What follows belongs to an exercise in optimizing a design on an open flow for small area; a production flow would make more cautious choices.
At most, simulation tests tie the RTL to the original design; equivalence was not proved.
No functional check of the RTL was part of runs 4 and 5.
Power is estimated from default activity; no workload was simulated.

$ cat design/flow/config.mk
export PLATFORM = sky130hd
export DESIGN_NAME = e1_steer
export DESIGN_NICKNAME = e1_steer
export VERILOG_FILES = /design/flow/design.v
export SDC_FILE = /design/flow/constraint.sdc
export NUM_CORES = 4
export LEC_CHECK = 0
export CAP_MARGIN = 20
export CORE_MARGIN = 2
export CORE_UTILIZATION = 40
export SLEW_MARGIN = 20
$ cat design/flow/constraint.sdc
create_clock -name core_clock -period 30.0 [get_ports {clk}]
set_input_delay 6.0000 -clock core_clock [delete_from_list [all_inputs] [get_ports {clk}]]
set_output_delay 6.0000 -clock core_clock [all_outputs]
set_load 0.01 [all_outputs]
$ cat design/flow/design.v
module e1_steer (
    input  wire        clk,
    input  wire        rst,               
    input  wire [31:0] nominal_interval,  
    input  wire        in_valid,
    output wire        in_ready,
    input  wire [31:0] in_ts,             
    input  wire [31:0] in_tick,           
    output wire        dac_valid,
    input  wire        dac_ready,
    output wire [11:0] dac_data,
    output wire        done,
    output wire [3:0]  result,
    output wire [2:0]  st_state,
    output wire [1:0]  st_flags,
    output wire [31:0] dac_center,
    output wire [31:0] pps_loss,
    output wire [31:0] cal_fail
);
    localparam [2:0] ST_INIT   = 3'd0,
                     ST_CALMIN = 3'd1,
                     ST_CALMAX = 3'd2,
                     ST_FREQ   = 3'd3,
                     ST_PHASE  = 3'd4;
    localparam [3:0] Q_IDLE = 4'd0,
                     Q_P0   = 4'd1,
                     Q_P1   = 4'd2,
                     Q_RDY  = 4'd3,
                     Q_INC  = 4'd4,
                     Q_DIV  = 4'd5,
                     Q_WCP  = 4'd6,
                     Q_CP   = 4'd7,
                     Q_DACW = 4'd8,
                     Q_DONE = 4'd9;
    reg [3:0]  seq;
    reg [4:0]  ph;           
    reg        hi;           
    reg [2:0]  state;
    reg [4:0]  count;
    reg        has_cal;
    reg        cal_err;
    reg        fresh;        
    reg [31:0] lt;           
    reg [31:0] lr;           
    reg [31:0] b;            
    reg [31:0] a;            
    reg [31:0] pl;           
    reg [31:0] cf;           
    reg [17:0] q;            
    reg [18:0] m;            
    reg [11:0] raw;          
    reg ge, le;              
    reg le1, le2;            
    reg neg;                 
    reg c_dt, c_sn, c_off, c_acc, c_nd;
    reg c_u, c_v, pd, c_cn, c_val, cns;
    reg over, vsign;         
    reg ci;                  
    reg calcp;               
    reg rcf;                 
    wire p0  = (seq == Q_P0);
    wire p1  = (seq == Q_P1);
    wire rdy = (seq == Q_RDY);
    wire inc = (seq == Q_INC);
    wire dv  = (seq == Q_DIV);
    wire cp  = (seq == Q_CP);
    assign in_ready   = ((seq == Q_IDLE) & ~in_valid) | rdy;
    assign done       = (seq == Q_DONE);
    assign dac_valid  = (seq == Q_DACW);
    assign dac_data   = vsign ? 12'd0 : (over ? 12'hFFF : raw);
    wire   gok        = ge & le;
    assign result     = {rcf, ~gok, 1'b0, ~gok};
    assign st_state   = state;
    assign st_flags   = {cal_err, has_cal};
    assign dac_center = a;
    assign pps_loss   = pl;
    assign cal_fail   = cf;
    wire s_init  = (state == ST_INIT);
    wire s_calmn = (state == ST_CALMIN);
    wire s_calmx = (state == ST_CALMAX);
    wire s_freq  = (state == ST_FREQ);
    wire s_phase = (state == ST_PHASE);
    wire last    = (count == 5'd1);
    wire acc_on  = (count <= 5'd4);
    wire tick_b = in_tick[ph];
    wire ts_b   = in_ts[ph];
    wire n_b    = nominal_interval[ph];
    wire ltr    = lt[0] & fresh;
    wire lrr    = lr[0] & fresh;
    wire dt_b   = tick_b ^ ltr ^ c_dt;
    wire dt_bo  = (~tick_b & (ltr | c_dt)) | (ltr & c_dt);
    wire k75    = (ph == 5'd0) | (ph == 5'd1) | (ph == 5'd3) | (ph == 5'd6);
    wire k125   = (ph == 5'd0) | ((ph >= 5'd2) & (ph <= 5'd6));
    wire ge_p   = (ph == 5'd0) | ge;
    wire le_p   = (ph == 5'd0) | le;
    wire ge_n   = k75  ? (dt_b & ge_p)  : (dt_b | ge_p);
    wire le_n   = k125 ? (~dt_b | le_p) : (~dt_b & le_p);
    wire sn_b   = lrr ^ n_b ^ c_sn;
    wire sn_co  = (lrr & n_b) | (lrr & c_sn) | (n_b & c_sn);
    wire off_b  = ts_b ^ sn_b ^ c_off;
    wire off_bo = (~ts_b & (sn_b | c_off)) | (sn_b & c_off);
    wire accx   = s_calmn ? a[0] : b[0];
    wire og     = off_b & acc_on;
    wire sum_b  = accx ^ og ^ c_acc;
    wire sum_co = (accx & og) | (accx & c_acc) | (og & c_acc);
    wire nd_b   = a[0] ^ sum_b ^ c_nd;
    wire nd_bo  = (~a[0] & (sum_b | c_nd)) | (sum_b & c_nd);
    wire cmpx   = s_calmx ? sum_b : off_b;
    wire k5     = (ph == 5'd0) | (ph == 5'd2);
    wire k50    = (ph == 5'd1) | (ph == 5'd4) | (ph == 5'd5);
    wire kk1    = s_calmx ? 1'b0 : (s_freq ? k5 : k50);
    wire kk2    = s_calmx ? (ph != 5'd31) : ~kk1;
    wire le1_p  = (ph == 5'd0) | le1;
    wire le2_p  = (ph == 5'd0) | le2;
    wire le1_n  = kk1 ? (~cmpx | le1_p) : (~cmpx & le1_p);
    wire le2_n  = kk2 ? (~cmpx | le2_p) : (~cmpx & le2_p);
    wire big    = neg ? le2 : ~le1;           
    wire cal_ok = neg & le2 & ~le1;           
    wire b_in_p1 = s_calmn ? 1'b0 : (s_calmx ? (last ? a[0] : sum_b) : off_b);
    wire a_in_p1 = s_init ? 1'b0 : (s_calmn ? sum_b : (last ? nd_b : a[0]));
    wire        x      = hi ? neg : b[0];
    wire        cpx    = cp & x;
    wire [18:0] yv     = ({19{dv}} & a[18:0]) | ({19{cpx}} & {1'b0, q});
    wire [19:0] cy;
    wire [18:0] sv;
    assign cy[0] = 1'b0;
    genvar gi;
    generate
        for (gi = 0; gi < 19; gi = gi + 1) begin : g_add
            assign sv[gi]    = m[gi] ^ yv[gi] ^ cy[gi];
            assign cy[gi+1]  = (m[gi] & yv[gi]) | (m[gi] & cy[gi]) | (yv[gi] & cy[gi]);
        end
    endgenerate
    wire [19:0] s      = {cy[19], sv};
    wire        take   = cy[19];
    wire        d_tk   = dv & take;
    wire        d_nt   = dv & ~take;
    wire [18:0] m_nx   = ({19{cp}} & s[19:1])
                       | ({19{d_tk}} & {s[17:0], 1'b0})
                       | ({19{d_nt}} & {m[17:0], 1'b0})
                       | {18'd0, dv & (ph == 5'd1)};
    wire        dbig   = ~&a[31:18];          
    wire        p_b    = s[0];
    wire        kk     = ~hi & (ph < 5'd2);   
    wire        bias   = neg & kk;
    wire        u_b    = p_b ^ bias ^ c_u;
    wire        u_co   = (p_b & bias) | (p_b & c_u) | (bias & c_u);
    wire        v_b    = u_b ^ pd ^ c_v;
    wire        v_co   = (u_b & pd) | (u_b & c_v) | (pd & c_v);
    wire        a_sh   = ~kk & (hi ? (ph <= 5'd1) : 1'b1);    
    wire        cen    = ~calcp & a[0];
    wire        cn_b   = cen ^ u_b ^ c_cn;
    wire        cn_bo  = (~cen & (u_b | c_cn)) | (u_b & c_cn);
    wire        cnx    = a_sh ? cn_b : cns;
    wire        q3     = ~calcp & v_b;
    wire        val_b  = cnx ^ q3 ^ c_val;
    wire        val_bo = (~cnx & (q3 | c_val)) | (q3 & c_val);
    wire        raw_sh = ~hi & (ph >= 5'd6) & (ph <= 5'd17);
    wire        ovr_on = hi | (ph >= 5'd18);
    wire inc_r  = gok ? cf[0] : pl[0];
    wire pl_sh  = ~rst & inc & ~gok;
    wire pl_hd  = ~rst & ~(inc & ~gok);
    wire cf_sh  = ~rst & inc & gok;
    wire cf_hd  = ~rst & ~(inc & gok);
    always @(posedge clk) begin
        ph <= ph + 5'd1;
        lt <= {(p0 ? tick_b : lt[0]), lt[31:1]};
        lr <= {(p1 ? ((s_phase & gok) ? sn_b : ts_b) : lr[0]), lr[31:1]};
        b  <= {(p1 ? b_in_p1 : b[0]), b[31:1]};
        if ((p1 & ~has_cal) | (cp & a_sh))
            a <= {(p1 ? a_in_p1 : cn_b), a[31:1]};
        if (dv)
            q <= {q[16:0], take & ~dbig};
        m <= m_nx;
        if (cp & raw_sh)
            raw <= {val_b, raw[11:1]};
        c_dt  <= p0 & dt_bo;
        c_sn  <= p1 & sn_co;
        c_off <= p1 & off_bo;
        c_acc <= p1 & sum_co;
        c_nd  <= p1 & nd_bo;
        c_u   <= cp & u_co;
        c_v   <= cp & v_co;
        pd    <= cp & p_b;
        c_cn  <= cp & ~kk & cn_bo;
        c_val <= cp & ~kk & val_bo;
        if (cp & hi & (ph == 5'd1))
            cns <= cn_b;
        if (p0) begin
            ge <= ge_n;
            le <= le_n;
        end
        if (p1) begin
            le1 <= le1_n;
            le2 <= le2_n;
            if (ph == 5'd31)
                neg <= b_in_p1;
        end
        if (cp) begin
            if (ph == 5'd31)
                hi <= 1'b1;
            if (~ovr_on)
                over <= 1'b0;
            else
                over <= over | val_b;
            if (hi & (ph == 5'd31))
                vsign <= val_b;
        end else if (~cp)
            hi <= 1'b0;
        ci <= inc ? (ci & inc_r) : 1'b1;
        pl <= ({32{pl_sh}} & {pl[0] ^ ci, pl[31:1]}) | ({32{pl_hd}} & pl);
        cf <= ({32{cf_sh}} & {cf[0] ^ ci, cf[31:1]}) | ({32{cf_hd}} & cf);
        if (rst) begin
            seq     <= Q_IDLE;
            ph      <= 5'd0;
            state   <= ST_INIT;
            count   <= 5'd2;
            has_cal <= 1'b0;
            cal_err <= 1'b0;
            fresh   <= 1'b0;
        end else begin
            case (seq)
                Q_IDLE: if (in_valid & (ph == 5'd31)) seq <= Q_P0;
                Q_P0:   if (ph == 5'd31) seq <= Q_P1;
                Q_P1:   if (ph == 5'd31) begin
                            seq   <= Q_RDY;
                            fresh <= 1'b1;
                        end
                Q_RDY: begin
                    rcf   <= 1'b0;
                    calcp <= 1'b0;
                    seq   <= Q_DONE;
                    if (~gok) begin
                        state <= ST_INIT;
                        count <= 5'd2;
                        seq   <= Q_INC;
                    end else begin
                        case (state)
                            ST_INIT: begin
                                count <= count - 5'd1;
                                if (last) begin
                                    if (has_cal) begin
                                        state <= ST_FREQ;
                                        count <= 5'd30;
                                    end else begin
                                        state <= ST_CALMIN;
                                        count <= 5'd6;
                                        vsign <= 1'b1;
                                        seq   <= Q_DACW;
                                    end
                                end
                            end
                            ST_CALMIN: begin
                                count <= count - 5'd1;
                                if (last) begin
                                    state <= ST_CALMAX;
                                    count <= 5'd6;
                                    vsign <= 1'b0;
                                    over  <= 1'b1;
                                    seq   <= Q_DACW;
                                end
                            end
                            ST_CALMAX: begin
                                count <= count - 5'd1;
                                if (last) begin
                                    if (cal_ok) begin
                                        state   <= ST_FREQ;
                                        count   <= 5'd30;
                                        has_cal <= 1'b1;
                                        calcp   <= 1'b1;
                                        seq     <= Q_DIV;
                                    end else begin
                                        cal_err <= 1'b1;
                                        has_cal <= 1'b0;
                                        state   <= ST_INIT;
                                        count   <= 5'd2;
                                        rcf     <= 1'b1;
                                        seq     <= Q_INC;
                                    end
                                end
                            end
                            ST_FREQ: begin
                                seq <= Q_WCP;
                                if (big)
                                    count <= 5'd30;
                                else begin
                                    count <= count - 5'd1;
                                    if (last)
                                        state <= ST_PHASE;
                                end
                            end
                            default: begin   
                                seq <= Q_WCP;
                                if (big) begin
                                    state <= ST_FREQ;
                                    count <= 5'd30;
                                end
                            end
                        endcase
                    end
                end
                Q_INC:  if (ph == 5'd0) seq <= Q_DONE;
                Q_DIV:  if (ph == 5'd20) seq <= Q_WCP;
                Q_WCP:  if (ph == 5'd31) seq <= Q_CP;
                Q_CP:   if (hi & (ph == 5'd31)) seq <= Q_DACW;
                Q_DACW: if (dac_ready) seq <= Q_DONE;
                default: seq <= Q_IDLE;      
            endcase
        end
    end
endmodule
$ cat design/flow/flow/run.sh
#!/bin/bash
# The standard layout (standard.sh: standard synthesis, then ORFS to
# finish), with two changes: the port buffers that global placement inserts
# on every input and output use sky130_fd_sc_hd__buf_1, and clock tree
# synthesis uses clkbuf_8 clusters without dummy loads.
# Each step's full output goes to its own log file in the work folder.
set -euo pipefail
export BUFFER_PORTS_ARGS="-buffer_cell sky130_fd_sc_hd__buf_1"
export CTS_ARGS="-sink_clustering_enable -repair_clock_nets -buf_list sky130_fd_sc_hd__clkbuf_8 -sink_clustering_size 16 -sink_clustering_max_diameter 60 -dont_use_dummy_load"
bash standard.sh synth > synth.log 2>&1
bash standard.sh finish > layout.log 2>&1
$ cat design/flow/standard.sh
#!/bin/bash
# synth_recipe.tcl (not shown) runs the flow's synth.tcl, then flattens the netlist and writes it again
# the make line also repeats each setting of config.mk as NAME=value (left out here)
make -C /OpenROAD-flow-scripts/flow DESIGN_CONFIG=/design/flow/config.mk WORK_HOME=/design/flow/orfs CLKGATE_MAP_FILE= SYNTH_SCRIPT=/design/flow/synth_recipe.tcl "${@:-finish}"
==> qor.yml, run 1 <==
route:
  avgViaCountPerCell: 5.25
  drtIter0Drc: 435
  wl_per_cell_um: 16.3
  drtPass1Iterations: 5
  post-route-drc-count: 0
  vias: 7501
  wl_um: 23300
  antenna_left: 0
hold_path:
  min_path_cells: 0
  hp-start: "b[2]$_DFF_P_"
  hp-class: "flop to flop"
  hold_path_end: "b[1]$_DFF_P_"
power:
  ir_drop_mv: 0.0290
  leakagePower_nw: 4.40
  power_density_mw_per_mm2: 49.6
clock_network:
  cts_root_buf: "clkbuf_8"
  cts_buffer_depth: 3
  clk_pin_slew_ns: 0.09
  htreeDepth: 1
  cts_resized: 0
  cts_setup_buffers: 0
  insertion_delay_ns: 0.55
  cts_tree: "done"
  cts.sinks: 283
  ctsHoldBuffers: 0
  numCtsBuffers: 22
logic_synthesis:
  yosysWarnings: 1
  yosys.cell_types.count: 70
  ys.flop_type: "dfxtp_1"
  syn_area_mm2: 0.0109
  avgSynthCellArea_um2: 12.1
  syn_inst: 898
  synth_seq_cells: 283
  synth_edf_count: 70
  synth_async_sr_flop_share_pct: 0
  ys_seq_area_share_pct: 58.5
sta:
  fin_ws_ns: 17.41
  tightest_slew_ns: 0.921
  clock.fmax_mhz: 79.4
  hold_viol: 0
  min_period_over_period_pct: 42.0
  maxSlewViolCount: 0
  setup_tns_ns: 0
  setup_viol: 0
  period_needed_ns: 12.59
  slew_headroom_pct: 38.6
  grt_setup_unrepaired: "no"
  skew_ns: 0.0361
placement:
  pre_cts_ws_ns: 17.41
  port_buffers: 218
  routabilityCongestion: 0.838
  dp_hpwl_um: 16200
global_routing:
  grt_pass1_wl_um: 37000
  antenna_found_initial: 0
  grt_use_total_pct: 15.8
  grt_max_degree: 41
  grt_pass1_vias: 7115
  grt-ovfl-total: 0
setup_path:
  endpoint_kind: "primary output"
  cp.required_ns: 24.00
  r2r_setup_slack_ns: 19.54
  crit_arrival_ns: 6.59
  reg2reg_to: "q[0]$_DFFE_PN_"
  worst-setup-path-type: "input port to primary output"
  critPathLaunchType: "input port"
  cp_max_fo: 2
  r2r_cells: 26
  r2r_start: "seq[1]$_SDFFE_PP0P_"
job:
  drv_cap: 0
status:
  outcome: "finished clean"
layout:
  regArea_mm2: 0.00637
  layout_common_cells: "buf_1 (218), dfxtp_1 (212), a22o_1 (83), edfxtp_1 (70), nor2_1 (69)"
  multi_input_area_mm2: 0.00416
  n_antenna_cell: 0
  num-nets-final: 1227
  final_common_cell: "buf_1"
  drive_gt1_share_pct: 5.79
  fillCellCount: 2498
  areaGrowthSynthToFinish_pct: 13.0
floorplan:
  die_w_um: 169
  io_pins: 220
  coreArea_mm2: 0.0268
  std_cell_rows: 60
  start_util_pct: 40.6
  fp.dieH_um: 169
  die-area_mm2: 0.0285
[kinds of logic (layout without fill, tap and decap cells)]
| logic type | Yosys count | after routing | share of synthesized area, % |
|---|---|---|---|
| fa+ha+maj | 39 | 39 | 6.28 |
| other cells | 1 | 1 | 0.0345 |
| flops | 283 | 283 | 58.5 |
| mux | 70 | 70 | 7.62 |
| simple gates | 196 | 196 | 8.84 |
| xor+xnor | 7 | 7 | 0.563 |
| compound gates | 213 | 213 | 14.6 |
| buf+inv | 89 | 280 | 3.58 |
[worst max-delay path by stage]
stage               startpoint        to  slack, ns  cells past startpoint
floorplan             in_valid  in_ready      17.56                      3
global placement      in_valid  in_ready      17.40                      5
detailed placement    in_valid  in_ready      17.41                      5
CTS                   in_valid  in_ready      17.41                      5
global route          in_valid  in_ready      17.32                      5
finish                in_valid  in_ready      17.41                      5
[critical path, cell delays in order]
cell     delay, ns
buf_1         0.08
nor3_1        0.13
a21oi_1       0.06
nor3_1        0.15
buf_1         0.17
[routing by layer]
metal / track usage (%) / share of wire [%] / vias to the layer above
met4: 4.01 / 2.2 / 0
met2: 24.1 / 43 / 225
li1: - / - / 3634
met3: 3.58 / 7.1 / 36
met1: 22.8 / 48 / 3606
met5: 0 / 0 / -
[sequential cells by signal, summed over array words and instances (netlist names), 3 cells and up]
name and count:
a 32, b 32, cf 32, lr 32, lt 32, pl 32, m 19, q 18
raw 12, count 5, ph 5, seq 4, state 3
[cell usage after synthesis, types with 3 or more instances]
master,number,area share [%]
or4_1,4,0.28
edfxtp_1,70,19
xor2_1,3,0.24
or3_1,5,0.29
nand4_1,4,0.23
o21a_1,3,0.21
nand3_1,9,0.41
buf_1,5,0.17
a22oi_1,20,1.4
a31oi_1,6,0.35
and3_1,5,0.29
clkbuf_1,40,1.4
buf_4,9,0.62
mux4_2,10,2.1
a2111oi_0,3,0.24
nor2b_1,11,0.63
o221ai_1,3,0.24
nand2_1,48,1.7
and2_1,9,0.52
mux2_2,3,0.31
maj3_1,3,0.28
dfxtp_1,213,39
a21o_1,4,0.28
buf_2,5,0.23
a22o_1,83,6.7
nor3_1,15,0.69
xnor2_1,4,0.32
nor4_1,3,0.17
mux2i_1,57,5.2
nor2_1,69,2.4
o211ai_1,3,0.21
o21ai_0,29,1.3
ha_1,9,1.0
nand2b_1,3,0.17
a41oi_1,3,0.24
fa_1,27,5.0
inv_1,27,0.93
a21oi_1,32,1.5
[power by group]
| part | total, W | leakage (nW) | switching [W] | internal (W) |
|---|---|---|---|---|
| registers | 0.000395 | 2.35 | 0.00000206 | 0.000393 |
| logic | 0.0000365 | 1.90 | 0.0000193 | 0.0000172 |
| clock network | 0.000178 | 0.158 | 0.000112 | 0.0000659 |
[through the flow]
stage	utilization [%]	hold slack [ns]	power [W]	area, um^2	cells
after detailed placement	44.6	0.312	0.000440	12000	1407
final	45.9	0.329	0.000610	12300	1430
after global routing	45.9	0.334	0.000635	12300	1430
after floorplan	-	0.310	0.000429	10900	898
after global placement	44.6	0.310	0.000440	12000	1407
after CTS	45.7	0.323	0.000618	12300	1429
[area by class of cell]
type	count	area share, %
timing repair buffer	230	7.55
sequential	283	51.8
multi-input combinational	526	33.9
clock buffer	22	2.46
inverter	28	0.855
tap	341	3.47
==> run 2, diff against run 1 <==
--- a/design/flow/design.v
+++ b/design/flow/design.v
@@ -55,7 +55,6 @@
     reg c_dt, c_sn, c_off, c_acc, c_nd;
-    reg c_u, c_v, pd, c_cn, c_val, cns;
+    reg c_u, c_v, pd, c_cn, c_val;
     reg over, vsign;         
     reg ci;                  
-    reg calcp;               
-    reg rcf;                 
+    reg calx;                
     wire p0  = (seq == Q_P0);
@@ -71,3 +70,3 @@
     wire   gok        = ge & le;
-    assign result     = {rcf, ~gok, 1'b0, ~gok};
+    assign result     = {calx & ~has_cal, ~gok, 1'b0, ~gok};
     assign st_state   = state;
@@ -150,7 +149,7 @@
     wire        a_sh   = ~kk & (hi ? (ph <= 5'd1) : 1'b1);    
-    wire        cen    = ~calcp & a[0];
+    wire        cen    = ~calx & a[0];
     wire        cn_b   = cen ^ u_b ^ c_cn;
     wire        cn_bo  = (~cen & (u_b | c_cn)) | (u_b & c_cn);
-    wire        cnx    = a_sh ? cn_b : cns;
-    wire        q3     = ~calcp & v_b;
+    wire        cnx    = a_sh ? cn_b : a[31];    
+    wire        q3     = ~calx & v_b;
     wire        val_b  = cnx ^ q3 ^ c_val;
@@ -159,2 +158,4 @@
     wire        ovr_on = hi | (ph >= 5'd18);
+    wire        a_en   = (p1 & ~has_cal) | (cp & a_sh);
+    wire        r_en   = cp & raw_sh;
     wire inc_r  = gok ? cf[0] : pl[0];
@@ -169,9 +170,6 @@
         b  <= {(p1 ? b_in_p1 : b[0]), b[31:1]};
-        if ((p1 & ~has_cal) | (cp & a_sh))
-            a <= {(p1 ? a_in_p1 : cn_b), a[31:1]};
-        if (dv)
-            q <= {q[16:0], take & ~dbig};
+        a   <= ({32{a_en}} & {(p1 ? a_in_p1 : cn_b), a[31:1]}) | ({32{~a_en}} & a);
+        q   <= ({18{dv}} & {q[16:0], take & ~dbig}) | ({18{~dv}} & q);
         m <= m_nx;
-        if (cp & raw_sh)
-            raw <= {val_b, raw[11:1]};
+        raw <= ({12{r_en}} & {val_b, raw[11:1]}) | ({12{~r_en}} & raw);
         c_dt  <= p0 & dt_bo;
@@ -186,4 +184,2 @@
         c_val <= cp & ~kk & val_bo;
-        if (cp & hi & (ph == 5'd1))
-            cns <= cn_b;
         if (p0) begin
@@ -229,4 +225,3 @@
                 Q_RDY: begin
-                    rcf   <= 1'b0;
-                    calcp <= 1'b0;
+                    calx  <= 1'b0;
                     seq   <= Q_DONE;
@@ -269,3 +264,3 @@
                                         has_cal <= 1'b1;
-                                        calcp   <= 1'b1;
+                                        calx    <= 1'b1;
                                         seq     <= Q_DIV;
@@ -276,3 +271,3 @@
                                         count   <= 5'd2;
-                                        rcf     <= 1'b1;
+                                        calx    <= 1'b1;
                                         seq     <= Q_INC;
==> design/flow/flow/run.sh (replaced) <==
#!/bin/bash
# The standard layout (standard.sh: standard synthesis, then ORFS to
# finish), with two changes: the port buffers that global placement inserts
# on every input and output use sky130_fd_sc_hd__buf_1, and clock tree
# synthesis uses clkbuf_8 clusters without dummy loads, and the timing
# repair after global routing recovers power (downsizes cells with slack).
# Each step's full output goes to its own log file in the work folder.
set -euo pipefail
export BUFFER_PORTS_ARGS="-buffer_cell sky130_fd_sc_hd__buf_1"
export CTS_ARGS="-sink_clustering_enable -repair_clock_nets -buf_list sky130_fd_sc_hd__clkbuf_8 -sink_clustering_size 20 -sink_clustering_max_diameter 70 -dont_use_dummy_load"
export RECOVER_POWER=100
bash standard.sh synth > synth.log 2>&1
bash standard.sh finish > layout.log 2>&1
--- a/design/flow/config.mk
+++ b/design/flow/config.mk
@@ -9,3 +9,4 @@
 export CORE_MARGIN = 2
-export CORE_UTILIZATION = 40
+export CORE_UTILIZATION = 70
+export PLACE_DENSITY = 0.85
 export SLEW_MARGIN = 20
==> run 2 against run 1 <==
Effect of this change: design area shrank 3.8%; total power shrank 4.3%; clock-buffer cell count is 4 lower; utilization rose by 33 points; register-to-register slack lost 0.87 ns; now fails the layout checks on max-capacitance violations, max-slew violations; largest cell class unchanged; largest power group unchanged; combinational power fell by 5%; synthesized cell count decreased by 2.7%; worst hold slack worse by 0.024 ns.
==> qor.yml, run 2 <==
status:
  outcome: "finished with violations"
  violations: "max-capacitance violations, max-slew violations"
layout:
  regArea_mm2: 0.00631
  multi_input_area_mm2: 0.00407
  n_antenna_cell: 0
  final_common_cell: "buf_1"
  drive_gt1_share_pct: 4.59
  layout_common_cells: "buf_1 (218), dfxtp_1 (213), a22o_1 (84), nor2_1 (70), edfxtp_1 (68)"
  final_area_mm2: 0.0118
  areaGrowthSynthToFinish_pct: 10.4
  num-nets-final: 1205
  fillCellCount: 984
floorplan:
  coreArea_mm2: 0.0151
  start_util_pct: 71.0
  die-area_mm2: 0.0163
  std_cell_rows: 45
  io_pins: 220
  fp.dieH_um: 128
  die_w_um: 128
hold_path:
  min_path_cells: 0
  hp-class: "flop to flop"
sta:
  grt_setup_unrepaired: "no"
  setup_tns_ns: 0
  clock.fmax_mhz: 79.4
  period_needed_ns: 12.60
  fin_hold_ws_ns: 0.305
  slew_headroom_pct: -35.9
  skew_ns: 0.0588
  hold_viol: 0
  setup_viol: 0
  min_period_over_period_pct: 42.0
  tightest_slew_ns: 2.04
  maxSlewViolCount: 125
  fin_ws_ns: 17.40
global_routing:
  grt_pass1_vias: 7090
  grt_pass1_wl_um: 35100
  grt_use_total_pct: 26.4
  grt_max_degree: 40
  antenna_found_initial: 0
  grt-ovfl-total: 0
placement:
  placed_area_mm2: 0.0116
  port_buffers: 218
  pre_cts_ws_ns: 17.41
  routabilityCongestion: 0.871
  dp_hpwl_um: 15400
logic_synthesis:
  ys_seq_area_share_pct: 58.9
  yosysWarnings: 1
  yosys.cell_types.count: 70
  synth_top_cell_area_share_pct: 39.8
  ys.flop_type: "dfxtp_1"
  synth_edf_count: 68
  ys_top_cells_by_area: "dfxtp_1 (40%), edfxtp_1 (19%), a22o_1 (6.9%)"
  avgSynthCellArea_um2: 12.3
  synth_seq_cells: 281
  synth_top_cell_by_area: "dfxtp_1"
  ys_top_cells_by_count: "dfxtp_1 (213), a22o_1 (84), nor2_1 (70)"
  syn_area_mm2: 0.0107
  synth_async_sr_flop_share_pct: 0
  syn_inst: 874
  yosys.cell_count.top_type: "dfxtp_1"
route:
  drtPass1Iterations: 5
  drtIter0Drc: 571
  post-route-drc-count: 0
  avgViaCountPerCell: 5.96
  antenna_left: 0
  wl_per_cell_um: 17.4
  vias: 7479
  wl_um: 21900
clock_network:
  cts_tree: "done"
  htreeDepth: 1
  cts_setup_buffers: 0
  ctsHoldBuffers: 0
  cts_buffer_depth: 3
  insertion_delay_ns: 0.51
  clk_pin_slew_ns: 0.10
  cts.sinks: 281
  cts_resized: 0
  numCtsBuffers: 18
  cts_root_buf: "clkbuf_8"
setup_path:
  worst-setup-path-type: "input port to primary output"
  crit_arrival_ns: 6.60
  crit_path_max_incr_delay_ns: 0.17
  critPathLaunchType: "input port"
  endpoint_kind: "primary output"
  cp_slowest_cell: "buf_1"
  cp.required_ns: 24.00
  cp_cell_sequence: "buf_1, nor3_1, a21oi_1, nor3_1, buf_1"
  cp_max_fo: 2
  r2r_cells: 26
power:
  ir_drop_mv: 0.0459
  power_density_mw_per_mm2: 49.3
  power_w: 0.000584
  leakagePower_nw: 4.30
job:
  drv_cap: 4
-- run 2: area by class of cell --
type | instances | area share, %
sequential | 281 | 53.3
multi-input combinational | 515 | 34.4
timing repair buffer | 230 | 7.43
clock buffer | 18 | 2.09
tap | 188 | 1.99
inverter | 23 | 0.730
-- run 2: path summary, 6_finish.rpt --
| path | to | slack [ns] | startpoint |
|---|---|---|---|
| setup / recovery | in_ready | 17.40 | in_valid |
| hold / removal | lr[18]$_DFF_P_ | 0.31 | lr[19]$_DFF_P_ |
| setup reg to reg | flop | 18.67 | seq[1]$_SDFFE_PP0P_ |
| hold reg to reg | lr[18]$_DFF_P_ | 0.31 | lr[19]$_DFF_P_ |
-- run 2: layer usage --
layer | global-route usage [%] | routed length, um | up-vias
li1 | - | - | 3539
met4 | 6.85 | 380 | 0
met2 | 43.7 | 10600 | 249
met5 | 0 | 0 | -
met1 | 37.1 | 9580 | 3660
met3 | 4.17 | 1360 | 31
-- run 2: metrics by stage --
step | utilization (%) | instances
2_1_floorplan | - | 874
3_3_place_gp | 77.1 | 1237
3_5_place_dp | 77.1 | 1237
4_1_cts | 78.7 | 1255
5_1_grt | 78.4 | 1255
6_report | 78.4 | 1255
-- run 2: power breakdown --
part           leakage (nW)  total [W]  internal, W  switching, W
sequential             2.32   0.000391     0.000388    0.00000293
clock                 0.129   0.000158    0.0000545      0.000103
combinational          1.85  0.0000348    0.0000178     0.0000170
total                  4.30   0.000584     0.000460      0.000123
-- run 2: cell families after synthesis --
logic type / count (synthesis) / synth area share [%]
AO/OA/AOI/OAI: 196 / 13.6
AND/OR/NAND/NOR: 212 / 9.60
other: 1 / 0.0350
adder cells (fa/ha/maj): 38 / 6.29
flip-flops: 281 / 58.9
buffers and inverters: 78 / 3.18
XOR/XNOR: 6 / 0.491
multiplexers: 62 / 7.94
-- run 2: worst max-delay path: cells and delay by family --
kind,cells,cell delay (ns)
AND/OR/NAND/NOR,2,0.29
buffers and inverters,2,0.25
AO/OA/AOI/OAI,1,0.06
==> run 3, diff against run 2 <==
--- a/design/flow/flow/run.sh
+++ b/design/flow/flow/run.sh
@@ -4,4 +4,3 @@
 # on every input and output use sky130_fd_sc_hd__buf_1, and clock tree
-# synthesis uses clkbuf_8 clusters without dummy loads, and the timing
-# repair after global routing recovers power (downsizes cells with slack).
+# synthesis uses clkbuf_8 clusters without dummy loads.
 # Each step's full output goes to its own log file in the work folder.
@@ -10,3 +9,2 @@
 export CTS_ARGS="-sink_clustering_enable -repair_clock_nets -buf_list sky130_fd_sc_hd__clkbuf_8 -sink_clustering_size 20 -sink_clustering_max_diameter 70 -dont_use_dummy_load"
-export RECOVER_POWER=100
 bash standard.sh synth > synth.log 2>&1
==> run 3 against run 2 <==
Effect of this change: now clean on timing, DRC and antenna; clock power hardly changed; via count shrank 0.35%; design area grew 0.47%; die area did not move; global-route usage unchanged; routed wire length down 0.53%; synthesized cell count unchanged.
==> qor.yml, run 3 <==
layout:
  areaGrowthSynthToFinish_pct: 10.9
  multi_input_area_mm2: 0.00409
  num-nets-final: 1205
  regArea_mm2: 0.00631
  drive_gt1_share_pct: 6.09
  final_common_cell: "buf_1"
  n_antenna_cell: 0
  final_area_mm2: 0.0119
  fillCellCount: 971
  layout_common_cells: "buf_1 (218), dfxtp_1 (212), a22o_1 (84), nor2_1 (70), edfxtp_1 (68)"
  final_cell_count_no_fill: 1255
route:
  antenna_left: 0
  wl_met3_um: 1440
  top_layer: "met4"
  wl_um: 21800
  wl_per_cell_um: 17.3
  avgViaCountPerCell: 5.94
  vias: 7453
  drtIter0Drc: 545
  route.met2.wl_um: 10600
  met1_length_um: 9370
  drtPass1Iterations: 5
  post-route-drc-count: 0
setup_path:
  crit_path_max_incr_delay_ns: 0.17
  cp_top_family: "simple AND/OR/NAND/NOR gates"
  worst-path-stages: 5
  crit_arrival_ns: 6.60
  cp_cell_sequence: "buf_1, nor3_1, a21oi_1, nor3_1, buf_1"
  endpoint_kind: "primary output"
  worst-setup-path-type: "input port to primary output"
  cp.required_ns: 24.00
  critPathLaunch: "in_valid"
  critPathLaunchType: "input port"
  cp_slowest_cell: "buf_1"
  r2r_start: "seq[1]$_SDFFE_PP0P_"
  r2r_cells: 26
  critPathBufInv: 2
  r2r_setup_slack_ns: 19.62
  cp_max_fo: 2
sta:
  skew_ns: 0.0587
  hold_viol: 0
  setup_tns_ns: 0
  tightest_slew_ns: 1.12
  slew_headroom_pct: 25.0
  fin_ws_ns: 17.40
  period_needed_ns: 12.60
  setup_viol: 0
  maxSlewViolCount: 0
  clock.fmax_mhz: 79.4
  grt_setup_unrepaired: "no"
  min_period_over_period_pct: 42.0
floorplan:
  fp.dieH_um: 128
  io_pins: 220
  std_cell_rows: 45
  die_w_um: 128
  coreArea_mm2: 0.0151
  die-area_mm2: 0.0163
  start_util_pct: 71.0
logic_synthesis:
  synth_edf_count: 68
  ys_seq_area_share_pct: 58.9
  ys_top_cells_by_area: "dfxtp_1 (40%), edfxtp_1 (19%), a22o_1 (6.9%)"
  avgSynthCellArea_um2: 12.3
  syn_inst: 874
  synth_compound_area_share_pct: 13.6
  synth_top_cell_area_share_pct: 39.8
  synth-xor-area-share_pct: 0.491
  synth_seq_cells: 281
  synth_fa_ha_area_share_pct: 6.29
  muxShareOfSynthArea_pct: 7.94
  synth_top_family_by_area: "compound AO/OA/AOI/OAI gates"
  yosysWarnings: 1
  ys.flop_type: "dfxtp_1"
  synth_async_sr_flop_share_pct: 0
  yosys.cell_types.count: 70
  synth_top_cell_by_area: "dfxtp_1"
  syn_area_mm2: 0.0107
  ys_top_cells_by_count: "dfxtp_1 (213), a22o_1 (84), nor2_1 (70)"
  yosys.area_share.simple_pct: 9.60
  yosys.cell_count.top_type: "dfxtp_1"
clock_network:
  cts_root_buf: "clkbuf_8"
  insertion_delay_ns: 0.51
  numCtsBuffers: 18
  cts_buffer_depth: 3
  ctsHoldBuffers: 0
  cts_tree: "done"
  cts.sinks: 281
  cts_setup_buffers: 0
  clk_pin_slew_ns: 0.10
  htreeDepth: 1
  cts_resized: 0
hold_path:
  min_path_cells: 0
  hp-class: "flop to flop"
  hp-start: "lr[19]$_DFF_P_"
power:
  ir_drop_mv: 0.0459
  power_density_mw_per_mm2: 49.1
  power_w: 0.000583
  leakagePower_nw: 4.34
status:
  outcome: "finished clean"
global_routing:
  grt_pass1_wl_um: 35100
  antenna_found_initial: 0
  grt-ovfl-total: 0
  grt_max_degree: 40
  grt_use_total_pct: 26.4
  grt_pass1_vias: 7090
placement:
  routabilityCongestion: 0.871
  pre_cts_ws_ns: 17.41
  dpl.cell_count: 1237
  dp_hpwl_um: 15400
  placed_area_mm2: 0.0116
  port_buffers: 218
job:
  drv_cap: 0
[run 3: cell count changes in the layout (fill, tap and decap cells not counted), moves of 2 or more]
cell | previous run | this run
and2_0 | 3 | 0
and2_1 | 7 | 10
clkbuf_1 | 8 | 0
mux2_1 | 2 | 0
o21ai_0 | 35 | 32
o21ai_2 | 0 | 2
mux2_2 | 2 | 4
buf_4 | 4 | 12
[run 3: final timing paths]
check,endpoint
hold reg to reg,lr[18]$_DFF_P_
setup / recovery,in_ready
setup reg to reg,flop
hold / removal,lr[18]$_DFF_P_
[run 3: cells by family after synthesis]
kind of cell    after synthesis
xor+xnor                      6
fa+ha+maj                    38
buf+inv                      78
flops                       281
mux                          62
compound gates              196
simple gates                212
other cells                   1
[run 3: worst reg2reg max path, cell delays in order, from the launching register on]
cell	delay (ns)
dfxtp_1	0.73
nor2b_1	0.18
nand2_1	0.40
inv_1	0.12
buf_4	0.29
a22oi_1	0.29
fa_1	0.23
inv_1	0.06
fa_1	0.41
fa_1	0.44
fa_1	0.45
fa_1	0.43
fa_1	0.43
fa_1	0.43
fa_1	0.44
fa_1	0.45
fa_1	0.44
fa_1	0.43
fa_1	0.43
fa_1	0.43
fa_1	0.43
fa_1	0.42
fa_1	0.43
fa_1	0.44
fa_2	0.63
nand4_1	0.22
nor4_1	0.08
[run 3: layer usage]
layer	vias to the layer above	global-route usage (%)
li1	3540	-
met1	3645	37.1
met2	241	43.7
met3	27	4.17
met4	0	6.85
met5	-	0
[run 3: cell type report]
class / count / area share (%)
Inverter: 23 / 0.727
Clock buffer: 18 / 2.09
Multi-Input combinational cell: 515 / 34.5
Sequential cell: 281 / 53.1
Timing Repair Buffer: 230 / 7.65
Tap cell: 188 / 1.98
[run 3: stage by stage]
step | hold slack, ns | util [%]
global route | 0.304 | 78.7
CTS | 0.308 | 78.7
global placement | 0.311 | 77.1
detailed placement | 0.312 | 77.1
floorplan | 0.310 | -
finish | 0.305 | 78.7
[run 3: report_power, final]
part / leakage [nW] / switching (W) / internal (W)
clock network: 0.129 / 0.000103 / 0.0000545
registers: 2.32 / 0.00000294 / 0.000388
logic: 1.89 / 0.0000169 / 0.0000176
==> run 4, diff against run 3 <==
--- a/design/flow/design.v
+++ b/design/flow/design.v
@@ -124,3 +124,8 @@
     wire [18:0] sv;
+    wire [18:0] m_nx;
     assign cy[0] = 1'b0;
+    wire        take   = cy[19];
+    wire [19:0] s      = {cy[19], sv};
+    wire        d_tk   = dv & take;
+    wire        d_nt   = dv & ~take;
     genvar gi;
@@ -128,14 +133,13 @@
         for (gi = 0; gi < 19; gi = gi + 1) begin : g_add
-            assign sv[gi]    = m[gi] ^ yv[gi] ^ cy[gi];
-            assign cy[gi+1]  = (m[gi] & yv[gi]) | (m[gi] & cy[gi]) | (yv[gi] & cy[gi]);
+            e1_steer_add u_add (.m(m[gi]), .y(yv[gi]), .ci(cy[gi]),
+                                .s(sv[gi]), .co(cy[gi+1]));
+            if (gi == 0) begin : g_lo
+                assign m_nx[gi] = (cp & s[gi+1]) | (dv & (ph == 5'd1));
+            end else begin : g_hi
+                e1_steer_sel u_sel (.a(cp), .b(d_tk), .c(d_nt),
+                                    .x(s[gi+1]), .y(s[gi-1]), .z(m[gi-1]),
+                                    .o(m_nx[gi]));
+            end
         end
     endgenerate
-    wire [19:0] s      = {cy[19], sv};
-    wire        take   = cy[19];
-    wire        d_tk   = dv & take;
-    wire        d_nt   = dv & ~take;
-    wire [18:0] m_nx   = ({19{cp}} & s[19:1])
-                       | ({19{d_tk}} & {s[17:0], 1'b0})
-                       | ({19{d_nt}} & {m[17:0], 1'b0})
-                       | {18'd0, dv & (ph == 5'd1)};
     wire        dbig   = ~&a[31:18];          
@@ -306 +310,18 @@
 endmodule
+module e1_steer_add (
+    input  wire m,
+    input  wire y,
+    input  wire ci,
+    output wire s,
+    output wire co
+);
+    assign s  = m ^ y ^ ci;
+    assign co = (m & y) | (m & ci) | (y & ci);
+endmodule
+module e1_steer_sel (
+    input  wire a, b, c,
+    input  wire x, y, z,
+    output wire o
+);
+    assign o = (a & x) | (b & y) | (c & z);
+endmodule
==> run 4 against run 3 <==
Effect of this change: still clean on timing, DRC and antenna; maximum frequency barely moved; register-to-register slack got worse by 0.15 ns; clock power barely moved; critical path depth stayed put; setup slack improved by 0.0078 ns; largest cell class unchanged; largest power group unchanged.
==> qor.yml, run 4 <==
power:
  power_density_mw_per_mm2: 49.0
  sw_frac_of_total_pct: 21.4
  leakagePower_nw: 4.55
  ir_drop_mv: 0.0416
  intPower_w: 0.000458
  share_seq_of_total_power_pct: 66.7
  power_frac_clock_pct: 27.2
  p_comb_share_pct: 6.1
  switchingPower_w: 0.000125
setup_path:
  crit_path_max_incr_delay_ns: 0.17
  cp.required_ns: 24.00
  critPathBufInv: 2
  worst-setup-path-type: "input port to primary output"
  cp_slowest_cell: "buf_1"
  endpoint_kind: "primary output"
  crit_arrival_ns: 6.59
  critPathLaunchType: "input port"
  cp_top_family: "simple AND/OR/NAND/NOR gates"
  cp_max_fo: 2
  cp_cell_sequence: "buf_1, nor3_1, a21oi_1, nor3_1, buf_1"
sta:
  period_needed_ns: 12.59
  tightest_slew_ns: 0.826
  skew_ns: 0.0727
  maxSlewViolCount: 0
  hold_viol: 0
  setup_viol: 0
  clock.fmax_mhz: 79.4
  min_period_over_period_pct: 42.0
  slew_headroom_pct: 44.5
  setup_tns_ns: 0
  grt_setup_unrepaired: "no"
global_routing:
  antenna_found_initial: 0
  grt_pass1_vias: 7095
  grt_use_total_pct: 26.8
  grt_pass1_wl_um: 35500
  grt_max_degree: 41
  grt-ovfl-total: 0
route:
  vias: 7543
  drtIter0Drc: 643
  post-route-drc-count: 0
  wl_per_cell_um: 17.7
  antenna_left: 0
  wl_um: 22200
  drtPass1Iterations: 7
  avgViaCountPerCell: 6.01
status:
  outcome: "finished clean"
layout:
  fillCellCount: 981
  final_util_pct: 78.6
  regArea_mm2: 0.00631
  multi_input_area_mm2: 0.00412
  num-nets-final: 1206
  layout_common_cells: "buf_1 (218), dfxtp_1 (212), a22o_1 (81), edfxtp_1 (68), nor2_1 (66)"
  n_antenna_cell: 0
  final_common_cell: "buf_1"
  final_area_mm2: 0.0119
  drive_gt1_share_pct: 5.15
  areaGrowthSynthToFinish_pct: 10.4
logic_synthesis:
  yosysWarnings: 1
  yosys.cell_count.top_type: "dfxtp_1"
  synth_async_sr_flop_share_pct: 0
  synth_top_cell_area_share_pct: 39.5
  ys.flop_type: "dfxtp_1"
  ys_top_cells_by_count: "dfxtp_1 (213), a22o_1 (81), edfxtp_1 (68)"
  avgSynthCellArea_um2: 12.3
  yosys.cell_types.count: 73
  synth_seq_cells: 281
  ys_top_cells_by_area: "dfxtp_1 (40%), edfxtp_1 (19%), a22o_1 (6.6%)"
  synth_top_cell_by_area: "dfxtp_1"
  syn_inst: 879
  ys_seq_area_share_pct: 58.4
  synth_edf_count: 68
  syn_area_mm2: 0.0108
floorplan:
  die-area_mm2: 0.0164
  std_cell_rows: 45
  start_util_pct: 71.2
  fp.dieH_um: 128
  coreArea_mm2: 0.0151
  die_w_um: 128
  io_pins: 220
clock_network:
  cts_tree: "done"
  numCtsBuffers: 18
  clk_pin_slew_ns: 0.12
  insertion_delay_ns: 0.51
  cts_buffer_depth: 3
  cts_root_buf: "clkbuf_8"
  ctsHoldBuffers: 0
  cts_setup_buffers: 0
  cts_resized: 0
  cts.sinks: 281
  htreeDepth: 1
placement:
  routabilityCongestion: 0.855
  placed_area_mm2: 0.0117
  dp_hpwl_um: 15600
  port_buffers: 218
hold_path:
  hp-class: "flop to flop"
job:
  drv_cap: 0
[run 4: changes by cell type in the layout (fill, tap and decap cells not counted), moves of 5 or more]
| cell | previous run | this run |
|---|---|---|
| mux4_2 | 18 | 6 |
| nor2b_1 | 19 | 11 |
| inv_1 | 22 | 28 |
| nand2_1 | 52 | 47 |
| mux2i_1 | 40 | 49 |
| mux4_1 | 0 | 8 |
| a22oi_1 | 7 | 12 |
[run 4: metrics by stage]
step                      cells  hold slack, ns  setup slack, ns  total power (W)
after floorplan             879           0.310            17.56         0.000423
after global routing       1256           0.330            17.34         0.000604
final                      1256           0.326            17.41         0.000583
after CTS                  1256           0.333            17.42         0.000587
after detailed placement   1238           0.312            17.43         0.000433
after global placement     1238           0.310            17.42         0.000432
[run 4: power groups by stage]
| stage | Clock [W] | Sequential, W | Combinational, W |
|---|---|---|---|
| after CTS | 0.000162 | 0.000389 | 0.0000352 |
| after global placement | 0 | 0.000398 | 0.0000339 |
| after detailed placement | 0 | 0.000398 | 0.0000350 |
| after global routing | 0.000175 | 0.000390 | 0.0000392 |
| final | 0.000159 | 0.000389 | 0.0000354 |
| after floorplan | 0 | 0.000396 | 0.0000270 |
[run 4: logic make-up (layout without fill, tap and decap cells)]
family / after synthesis / in the layout / synth area share, %
XOR/XNOR: 6 / 6 / 0.487
flip-flops: 281 / 281 / 58.4
AND/OR/NAND/NOR: 193 / 193 / 8.67
AO/OA/AOI/OAI: 207 / 207 / 14.2
buffers and inverters: 86 / 275 / 3.77
other: 1 / 1 / 0.0348
adder cells (fa/ha/maj): 38 / 38 / 6.24
multiplexers: 67 / 67 / 8.20
[run 4: metal layers]
metal | part of all wire, % | global-route usage, % | wire length [um] | vias to the layer above
met5 | 0 | 0 | 0 | -
met4 | 1.8 | 6.53 | 398 | 0
met3 | 7.7 | 4.38 | 1710 | 37
met2 | 47 | 44.0 | 10300 | 318
met1 | 44 | 38.1 | 9730 | 3627
li1 | - | - | - | 3561
[run 4: worst paths after layout]
check / startpoint / to / cells past startpoint / slack, ns
max: in_valid / in_ready / 5 / 17.41
min: lr[19]$_DFF_P_ / lr[18]$_DFF_P_ / 0 / 0.33
max reg2reg: seq[1]$_SDFFE_PP0P_ / m[11]$_DFF_P_ / 27 / 19.47
min reg2reg: lr[19]$_DFF_P_ / lr[18]$_DFF_P_ / 0 / 0.33
[run 4: area by class of cell]
class	instances	area share, %
Timing Repair Buffer	228	7.50
Inverter	29	0.914
Sequential cell	281	53.0
Tap cell	188	1.98
Multi-Input combinational cell	512	34.6
Clock buffer	18	2.08
==> run 5, diff against run 4 <==
--- a/design/flow/config.mk
+++ b/design/flow/config.mk
@@ -12 +12,3 @@
 export SLEW_MARGIN = 20
+export SYNTH_HIERARCHICAL = 1
+export SYNTH_MINIMUM_KEEP_SIZE = 0
==> run 5 against run 4 <==
Effect of this change: still clean; worst hold slack better by 0.0018 ns; sequential power hardly changed; clock skew is 0.0054 ns higher; critical path type unchanged.
==> qor.yml, run 5 <==
layout:
  n_antenna_cell: 0
  fillCellCount: 964
  final_common_cell: "buf_1"
  num-nets-final: 1196
  layout_common_cells: "buf_1 (218), dfxtp_1 (212), a22o_1 (82), edfxtp_1 (68), nor2_1 (67)"
  drive_gt1_share_pct: 6.81
  areaGrowthSynthToFinish_pct: 11.1
sta:
  skew_ns: 0.0780
  min_period_over_period_pct: 42.9
  hold_viol: 0
  slew_headroom_pct: 49.7
  tightest_slew_ns: 0.748
  setup_tns_ns: 0
  grt_setup_unrepaired: "no"
  period_needed_ns: 12.88
  maxSlewViolCount: 0
  clock.fmax_mhz: 77.6
  setup_viol: 0
route:
  post-route-drc-count: 0
  drtIter0Drc: 619
  avgViaCountPerCell: 5.97
  wl_per_cell_um: 17.7
  wl_um: 22000
  antenna_left: 0
  vias: 7441
  drtPass1Iterations: 6
global_routing:
  grt_pass1_wl_um: 34700
  grt_max_degree: 38
  grt_pass1_vias: 6973
  antenna_found_initial: 1
  grt_use_total_pct: 26.7
  grt-ovfl-total: 0
clock_network:
  clk_pin_slew_ns: 0.12
  cts_root_buf: "clkbuf_8"
  ctsHoldBuffers: 0
  cts_resized: 0
  htreeDepth: 1
  cts.sinks: 281
  cts_buffer_depth: 3
  insertion_delay_ns: 0.54
  cts_setup_buffers: 0
  cts_tree: "done"
  numCtsBuffers: 18
power:
  leakagePower_nw: 4.55
  power_w: 0.000584
  ir_drop_mv: 0.0544
  p_comb_share_pct: 6.5
  intPower_w: 0.000460
  power_density_mw_per_mm2: 49.3
  power_frac_clock_pct: 27.0
  share_seq_of_total_power_pct: 66.5
  switchingPower_w: 0.000124
  sw_frac_of_total_pct: 21.3
logic_synthesis:
  synth_top_cell_area_share_pct: 40.0
  yosys.cell_count.top_type: "dfxtp_1"
  synth_async_sr_flop_share_pct: 0
  ys_top_cells_by_count: "dfxtp_1 (213), a22o_1 (82), nor2_1 (69)"
  synth_seq_cells: 281
  syn_inst: 862
  yosysWarnings: 7
  syn_area_mm2: 0.0107
  ys_top_cells_by_area: "dfxtp_1 (40%), edfxtp_1 (19%), a22o_1 (6.7%)"
  synth_edf_count: 68
  synth_top_cell_by_area: "dfxtp_1"
  ys.flop_type: "dfxtp_1"
  avgSynthCellArea_um2: 12.4
  yosys.cell_types.count: 65
  ys_seq_area_share_pct: 59.1
status:
  outcome: "finished clean"
setup_path:
  critPathLaunchType: "input port"
  worst-setup-path-type: "input port to primary output"
  r2r_start: "seq[1]$_SDFFE_PP0P_"
  cp.required_ns: 24.00
  critPathLaunch: "in_valid"
  endpoint_kind: "primary output"
  r2r_setup_slack_ns: 19.73
  crit_arrival_ns: 6.88
  reg2reg_to: "m[4]$_DFF_P_"
  cp_max_fo: 2
  r2r_cells: 26
  crit_end: "in_ready"
floorplan:
  die-area_mm2: 0.0162
  start_util_pct: 70.9
  fp.dieH_um: 127
  io_pins: 220
  die_w_um: 127
  std_cell_rows: 45
  coreArea_mm2: 0.0150
hold_path:
  hp-start: "lt[3]$_DFF_P_"
  hp-class: "flop to flop"
placement:
  routabilityCongestion: 0.856
  dp_hpwl_um: 15500
  port_buffers: 218
job:
  drv_cap: 0
==> run 5: through the flow <==
step	utilization (%)	cell area, um^2	hold WS [ns]	setup slack (ns)	instances
floorplan	-	10700	0.310	17.40	863
global placement	77.1	11600	0.311	17.08	1228
detailed placement	77.1	11600	0.312	17.10	1228
CTS	78.8	11800	0.332	17.09	1246
global route	78.8	11800	0.340	17.08	1246
finish	78.8	11800	0.328	17.12	1246
==> run 5: worst min-delay path by stage <==
stage                     endpoint  slack (ns)  cells after the start
floorplan             b[0]$_DFF_P_        0.31                      0
global placement     lt[3]$_DFF_P_        0.31                      0
detailed placement   b[17]$_DFF_P_        0.31                      0
CTS                  lt[2]$_DFF_P_        0.33                      0
global route        lt[29]$_DFF_P_        0.34                      0
finish               lt[2]$_DFF_P_        0.33                      0
==> run 5: per-module statistics from Yosys (local to each module, per instance) <==
module / cells / copies in the design
e1_steer_sel: 2 / 18
e1_steer: 807 / 1
e1_steer_add: 1 / 19
==> run 5: power groups by stage <==
stage / sequential (W) / clock, W / combinational (W)
2_1_floorplan: 0.000395 / 0 / 0.0000282
3_3_place_gp: 0.000397 / 0 / 0.0000367
3_5_place_dp: 0.000397 / 0 / 0.0000377
4_1_cts: 0.000388 / 0.000161 / 0.0000380
5_1_grt: 0.000388 / 0.000174 / 0.0000419
6_report: 0.000388 / 0.000158 / 0.0000379
==> run 5: per-layer routing <==
metal | routed length (um) | track usage (%)
met1 | 9190 | 35.9
met4 | 512 | 7.11
met3 | 1950 | 5.82
met2 | 10400 | 44.6
met5 | 0 | 0
==> run 5: area by class of cell <==
type | count | area (um^2) | area share (%)
Clock buffer | 18 | 248 | 2.09
Multi-Input combinational cell | 488 | 4000 | 33.7
Tap cell | 188 | 235 | 1.99
Inverter | 41 | 154 | 1.30
Timing Repair Buffer | 230 | 908 | 7.67
Sequential cell | 281 | 6310 | 53.2
==> run 5: logic make-up after synthesis <==
logic type      Yosys count  share of synthesized area (%)
fa+ha+maj                39                           6.48
simple gates            190                           8.82
compound gates          201                           14.5
xor+xnor                  6                          0.493
mux                      50                           6.82
flops                   281                           59.1
other cells               1                         0.0352
buf+inv                  94                           3.70
==> run 5: critical path: stages <==
cell and delay (ns):
buf_1 0.08, or3_1 0.30, a21boi_0 0.29, buf_1 0.21
==> run 6, diff against run 5 <==
--- a/design/flow/design.v
+++ b/design/flow/design.v
@@ -33,3 +33,5 @@
                      Q_DACW = 4'd8,
-                     Q_DONE = 4'd9;
+                     Q_DONE = 4'd9,
+                     Q_WCPY = 4'd14,
+                     Q_CPY  = 4'd15;
     reg [3:0]  seq;
@@ -50,3 +52,2 @@
     reg [18:0] m;            
-    reg [11:0] raw;          
     reg ge, le;              
@@ -55,3 +56,3 @@
     reg c_dt, c_sn, c_off, c_acc, c_nd;
-    reg c_u, c_v, pd, c_cn, c_val;
+    reg c_u, c_v, pd, c_cn, c_val, cns;
     reg over, vsign;         
@@ -68,3 +69,3 @@
     assign dac_valid  = (seq == Q_DACW);
-    assign dac_data   = vsign ? 12'd0 : (over ? 12'hFFF : raw);
+    assign dac_data   = vsign ? 12'd0 : (over ? 12'hFFF : a[15:4]);
     wire   gok        = ge & le;
@@ -124,8 +125,3 @@
     wire [18:0] sv;
-    wire [18:0] m_nx;
     assign cy[0] = 1'b0;
-    wire        take   = cy[19];
-    wire [19:0] s      = {cy[19], sv};
-    wire        d_tk   = dv & take;
-    wire        d_nt   = dv & ~take;
     genvar gi;
@@ -133,13 +129,14 @@
         for (gi = 0; gi < 19; gi = gi + 1) begin : g_add
-            e1_steer_add u_add (.m(m[gi]), .y(yv[gi]), .ci(cy[gi]),
-                                .s(sv[gi]), .co(cy[gi+1]));
-            if (gi == 0) begin : g_lo
-                assign m_nx[gi] = (cp & s[gi+1]) | (dv & (ph == 5'd1));
-            end else begin : g_hi
-                e1_steer_sel u_sel (.a(cp), .b(d_tk), .c(d_nt),
-                                    .x(s[gi+1]), .y(s[gi-1]), .z(m[gi-1]),
-                                    .o(m_nx[gi]));
-            end
+            assign sv[gi]    = m[gi] ^ yv[gi] ^ cy[gi];
+            assign cy[gi+1]  = (m[gi] & yv[gi]) | (m[gi] & cy[gi]) | (yv[gi] & cy[gi]);
         end
     endgenerate
+    wire [19:0] s      = {cy[19], sv};
+    wire        take   = cy[19];
+    wire        d_tk   = dv & take;
+    wire        d_nt   = dv & ~take;
+    wire [18:0] m_nx   = ({19{cp}} & s[19:1])
+                       | ({19{d_tk}} & {s[17:0], 1'b0})
+                       | ({19{d_nt}} & {m[17:0], 1'b0})
+                       | {18'd0, dv & (ph == 5'd1)};
     wire        dbig   = ~&a[31:18];          
@@ -156,3 +153,3 @@
     wire        cn_bo  = (~cen & (u_b | c_cn)) | (u_b & c_cn);
-    wire        cnx    = a_sh ? cn_b : a[31];    
+    wire        cnx    = a_sh ? cn_b : cns;
     wire        q3     = ~calx & v_b;
@@ -160,6 +157,8 @@
     wire        val_bo = (~cnx & (q3 | c_val)) | (q3 & c_val);
-    wire        raw_sh = ~hi & (ph >= 5'd6) & (ph <= 5'd17);
     wire        ovr_on = hi | (ph >= 5'd18);
-    wire        a_en   = (p1 & ~has_cal) | (cp & a_sh);
-    wire        r_en   = cp & raw_sh;
+    wire        cpy    = (seq == Q_CPY);
+    wire        pass   = (seq[2:0] == 3'b111);    
+    wire        a_en   = (p1 & ~has_cal) | (cp & a_sh) | cpy;
+    wire        a_in   = p1 ? a_in_p1 : (cp ? val_b : b[0]);
+    wire        b_in   = p1 ? b_in_p1 : ((cp & a_sh) ? cn_b : b[0]);
     wire inc_r  = gok ? cf[0] : pl[0];
@@ -173,7 +172,8 @@
         lr <= {(p1 ? ((s_phase & gok) ? sn_b : ts_b) : lr[0]), lr[31:1]};
-        b  <= {(p1 ? b_in_p1 : b[0]), b[31:1]};
-        a   <= ({32{a_en}} & {(p1 ? a_in_p1 : cn_b), a[31:1]}) | ({32{~a_en}} & a);
+        b  <= {b_in, b[31:1]};
+        a   <= ({32{a_en}} & {a_in, a[31:1]}) | ({32{~a_en}} & a);
         q   <= ({18{dv}} & {q[16:0], take & ~dbig}) | ({18{~dv}} & q);
         m <= m_nx;
-        raw <= ({12{r_en}} & {val_b, raw[11:1]}) | ({12{~r_en}} & raw);
+        if (cp & hi & (ph == 5'd1))
+            cns <= cn_b;
         c_dt  <= p0 & dt_bo;
@@ -198,5 +198,7 @@
         end
+        if (pass & (ph == 5'd31))
+            hi <= 1'b1;
+        else if (~pass)
+            hi <= 1'b0;
         if (cp) begin
-            if (ph == 5'd31)
-                hi <= 1'b1;
             if (~ovr_on)
@@ -207,4 +209,3 @@
                 vsign <= val_b;
-        end else if (~cp)
-            hi <= 1'b0;
+        end
         ci <= inc ? (ci & inc_r) : 1'b1;
@@ -304,3 +305,5 @@
                 Q_CP:   if (hi & (ph == 5'd31)) seq <= Q_DACW;
-                Q_DACW: if (dac_ready) seq <= Q_DONE;
+                Q_DACW: if (dac_ready) seq <= (s_freq | s_phase) ? Q_WCPY : Q_DONE;
+                Q_WCPY: if (ph == 5'd31) seq <= Q_CPY;
+                Q_CPY:  if (hi & (ph == 5'd1)) seq <= Q_DONE;    
                 default: seq <= Q_IDLE;      
@@ -310,18 +313 @@
 endmodule
-module e1_steer_add (
-    input  wire m,
-    input  wire y,
-    input  wire ci,
-    output wire s,
-    output wire co
-);
-    assign s  = m ^ y ^ ci;
-    assign co = (m & y) | (m & ci) | (y & ci);
-endmodule
-module e1_steer_sel (
-    input  wire a, b, c,
-    input  wire x, y, z,
-    output wire o
-);
-    assign o = (a & x) | (b & y) | (c & z);
-endmodule
--- a/design/flow/config.mk
+++ b/design/flow/config.mk
@@ -12,3 +12 @@
 export SLEW_MARGIN = 20
-export SYNTH_HIERARCHICAL = 1
-export SYNTH_MINIMUM_KEEP_SIZE = 0
==> run 6 against run 5 <==
Effect of this change: critical path type unchanged; combinational power fell by 8.2%; clock-buffer cell count down 1; global-route usage rose by 1.6 points; still clean on timing, DRC and antenna; synthesized cell count is 0.58% higher; total power shrank 4.0%; largest power group unchanged; clock power decreased by 4%; critical endpoint unchanged; sequential share of layout area down 1.7 points; clock skew is 0.048 ns lower; highest routed layer unchanged; non-clock buffer count down 1.
==> qor.yml, run 6 <==
route:
  vias: 7607
  drtPass1Iterations: 5
  avgViaCountPerCell: 6.13
  wl_um: 22800
  antenna_left: 0
  drtIter0Drc: 809
  wl_per_cell_um: 18.4
  post-route-drc-count: 0
hold_path:
  min_path_cells: 0
  hp-class: "flop to flop"
setup_path:
  cp_cell_sequence: "buf_1, nor3_1, a21oi_1, nor3_1, buf_1"
  endpoint_kind: "primary output"
  crit_path_max_incr_delay_ns: 0.17
  worst-path-stages: 5
  r2r_setup_slack_ns: 19.36
  critPathLaunchType: "input port"
  cp_max_fo: 2
  critPathBufInv: 2
  crit_arrival_ns: 6.59
  worst-setup-path-type: "input port to primary output"
  cp_top_family: "simple AND/OR/NAND/NOR gates"
  r2r_cells: 28
  cp.required_ns: 24.00
  cp_slowest_cell: "buf_1"
floorplan:
  std_cell_rows: 44
  io_pins: 220
  coreArea_mm2: 0.0145
  die_w_um: 126
  die-area_mm2: 0.0159
  start_util_pct: 71.7
  fp.dieH_um: 126
power:
  intPower_w: 0.000440
  power_frac_clock_pct: 27.1
  p_comb_share_pct: 6.2
  power_density_mw_per_mm2: 48.3
  switchingPower_w: 0.000120
  ir_drop_mv: 0.0443
  power_w: 0.000560
  leakagePower_nw: 4.20
  sw_frac_of_total_pct: 21.4
  share_seq_of_total_power_pct: 66.7
global_routing:
  grt_pass1_vias: 7481
  grt-ovfl-total: 0
  antenna_found_initial: 0
  grt_max_degree: 41
  grt_pass1_wl_um: 37000
  grt_use_total_pct: 28.3
sta:
  hold_viol: 0
  fin_hold_ws_ns: 0.328
  fin_ws_ns: 17.41
  period_needed_ns: 12.59
  grt_setup_unrepaired: "no"
  setup_viol: 0
  slew_headroom_pct: 41.4
  clock.fmax_mhz: 79.4
  skew_ns: 0.0296
  tightest_slew_ns: 0.878
  maxSlewViolCount: 0
  min_period_over_period_pct: 42.0
  setup_tns_ns: 0
logic_synthesis:
  synth_top_cell_area_share_pct: 40.9
  synth_top_cell_by_area: "dfxtp_1"
  synth_seq_cells: 270
  syn_inst: 867
  avgSynthCellArea_um2: 12.0
  synth_async_sr_flop_share_pct: 0
  ys_top_cells_by_count: "dfxtp_1 (213), a22o_1 (82), nor2_1 (67)"
  ys_seq_area_share_pct: 57.3
  yosys.cell_types.count: 63
  yosys.cell_count.top_type: "dfxtp_1"
  yosysWarnings: 1
  synth_edf_count: 57
  ys.flop_type: "dfxtp_1"
  ys_top_cells_by_area: "dfxtp_1 (41%), edfxtp_1 (16%), a22o_1 (6.9%)"
  syn_area_mm2: 0.0104
placement:
  routabilityCongestion: 0.868
  dpl.cell_count: 1223
  dp_hpwl_um: 16100
  port_buffers: 218
  pre_cts_ws_ns: 17.42
clock_network:
  cts.sinks: 270
  cts_buffer_depth: 3
  ctsHoldBuffers: 0
  cts_resized: 0
  cts_setup_buffers: 0
  numCtsBuffers: 17
  clk_pin_slew_ns: 0.12
  cts_root_buf: "clkbuf_8"
  htreeDepth: 1
  insertion_delay_ns: 0.51
  cts_tree: "done"
layout:
  drive_gt1_share_pct: 6.53
  n_antenna_cell: 0
  num-nets-final: 1195
  final_cell_count_no_fill: 1241
  final_common_cell: "buf_1"
  layout_common_cells: "buf_1 (218), dfxtp_1 (212), a22o_1 (82), nor2_1 (67), edfxtp_1 (57)"
  areaGrowthSynthToFinish_pct: 11.2
status:
  outcome: "finished clean"
job:
  drv_cap: 0
## run 6: final cells by class
cell class | count | area (um^2)
Inverter | 24 | 90.1
Sequential cell | 270 | 5980
Fill cell | 909 | 2940
Clock buffer | 17 | 234
Multi-Input combinational cell | 517 | 4140
Tap cell | 184 | 230
Timing Repair Buffer | 229 | 921
## run 6: kinds of logic after synthesis
kind of cell	after synthesis	synth area share, %
flops	270	57.3
simple gates	211	9.67
compound gates	200	14.3
buf+inv	80	3.24
mux	61	8.53
fa+ha+maj	37	6.36
xor+xnor	7	0.588
other cells	1	0.0360
## run 6: path summary, 6_finish.rpt
check / startpoint / endpoint
max: in_valid / in_ready
min: lt[6]$_DFF_P_ / lt[5]$_DFF_P_
max reg2reg: seq[3]$_SDFFE_PP0P_ / m[16]$_DFF_P_
min reg2reg: lt[6]$_DFF_P_ / lt[5]$_DFF_P_
## run 6: layer usage
layer / vias to the layer above / wire length, um / GRT usage, % / share of wire [%]
li1: 3496 / - / - / -
met1: 3674 / 9440 / 39.3 / 41
met2: 402 / 10800 / 46.6 / 48
met3: 35 / 2140 / 5.56 / 9.4
met4: 0 / 384 / 6.92 / 1.7
met5: - / 0 / 0 / 0
## run 6: worst register-to-register path: cells and delay by family (launching register included)
family,cells,cell delay [ns]
buf+inv,4,0.48
simple gates,2,0.66
flops,1,0.65
fa+ha+maj,19,8.03
compound gates,2,0.56
mux,1,0.21
## run 6: power by group through the flow
stage,combinational (W),sequential (W),clock [W]
finish,0.0000348,0.000374,0.000152
global route,0.0000380,0.000375,0.000166
CTS,0.0000344,0.000374,0.000155
detailed placement,0.0000342,0.000382,0
global placement,0.0000332,0.000382,0
floorplan,0.0000263,0.000380,0
## run 6: through the flow
| step | util [%] | instance area, um^2 |
|---|---|---|
| 6_report | 79.8 | 11600 |
| 3_3_place_gp | 78.0 | 11300 |
| 2_1_floorplan | - | 10400 |
| 3_5_place_dp | 78.0 | 11300 |
| 4_1_cts | 79.6 | 11600 |
| 5_1_grt | 79.8 | 11600 |

==> separate check: timing with driven ports <==
Ports are ideal in the flow. The routed layouts listed here were re-timed in OpenROAD.
Step 1: set_driving_cell puts a clkbuf_16 on clk and a buf_2 on each other input, an assumption about the parent block.
Step 2, shift: input delay + t, output delay - t, t = (earliest + latest rising clock arrival at the registers) / 2. This alone moves slack from input paths to output paths.
Slacks: ideal / step 1 / step 2; pairs: ideal / step 1.
run | t (ns) | setup slack, ns | worst setup path at the end | worst slew at a driven data input, ns | pins driven straight from the clock port
run 1 | 0.569 | 17.409 / 17.390 / 17.390 | input to output | 0.04 | 1
run 2 | 0.522 | 17.400 / 17.381 / 17.381 | input to output | 0.05 | 1
run 3 | 0.520 | 17.402 / 17.383 / 17.383 | input to output | 0.05 | 1
run 4 | 0.515 | 17.410 / 17.384 / 17.384 | input to output | 0.06 | 1
run 5 | 0.540 | 17.117 / 17.097 / 17.097 | input to output | 0.06 | 1
run 6 | 0.530 | 17.408 / 17.388 / 17.388 | input to output | 0.06 | 1
The setup slack of run 4, which loses most, moves by -0.026 ns with the drivers and by -0.026 ns with both steps.
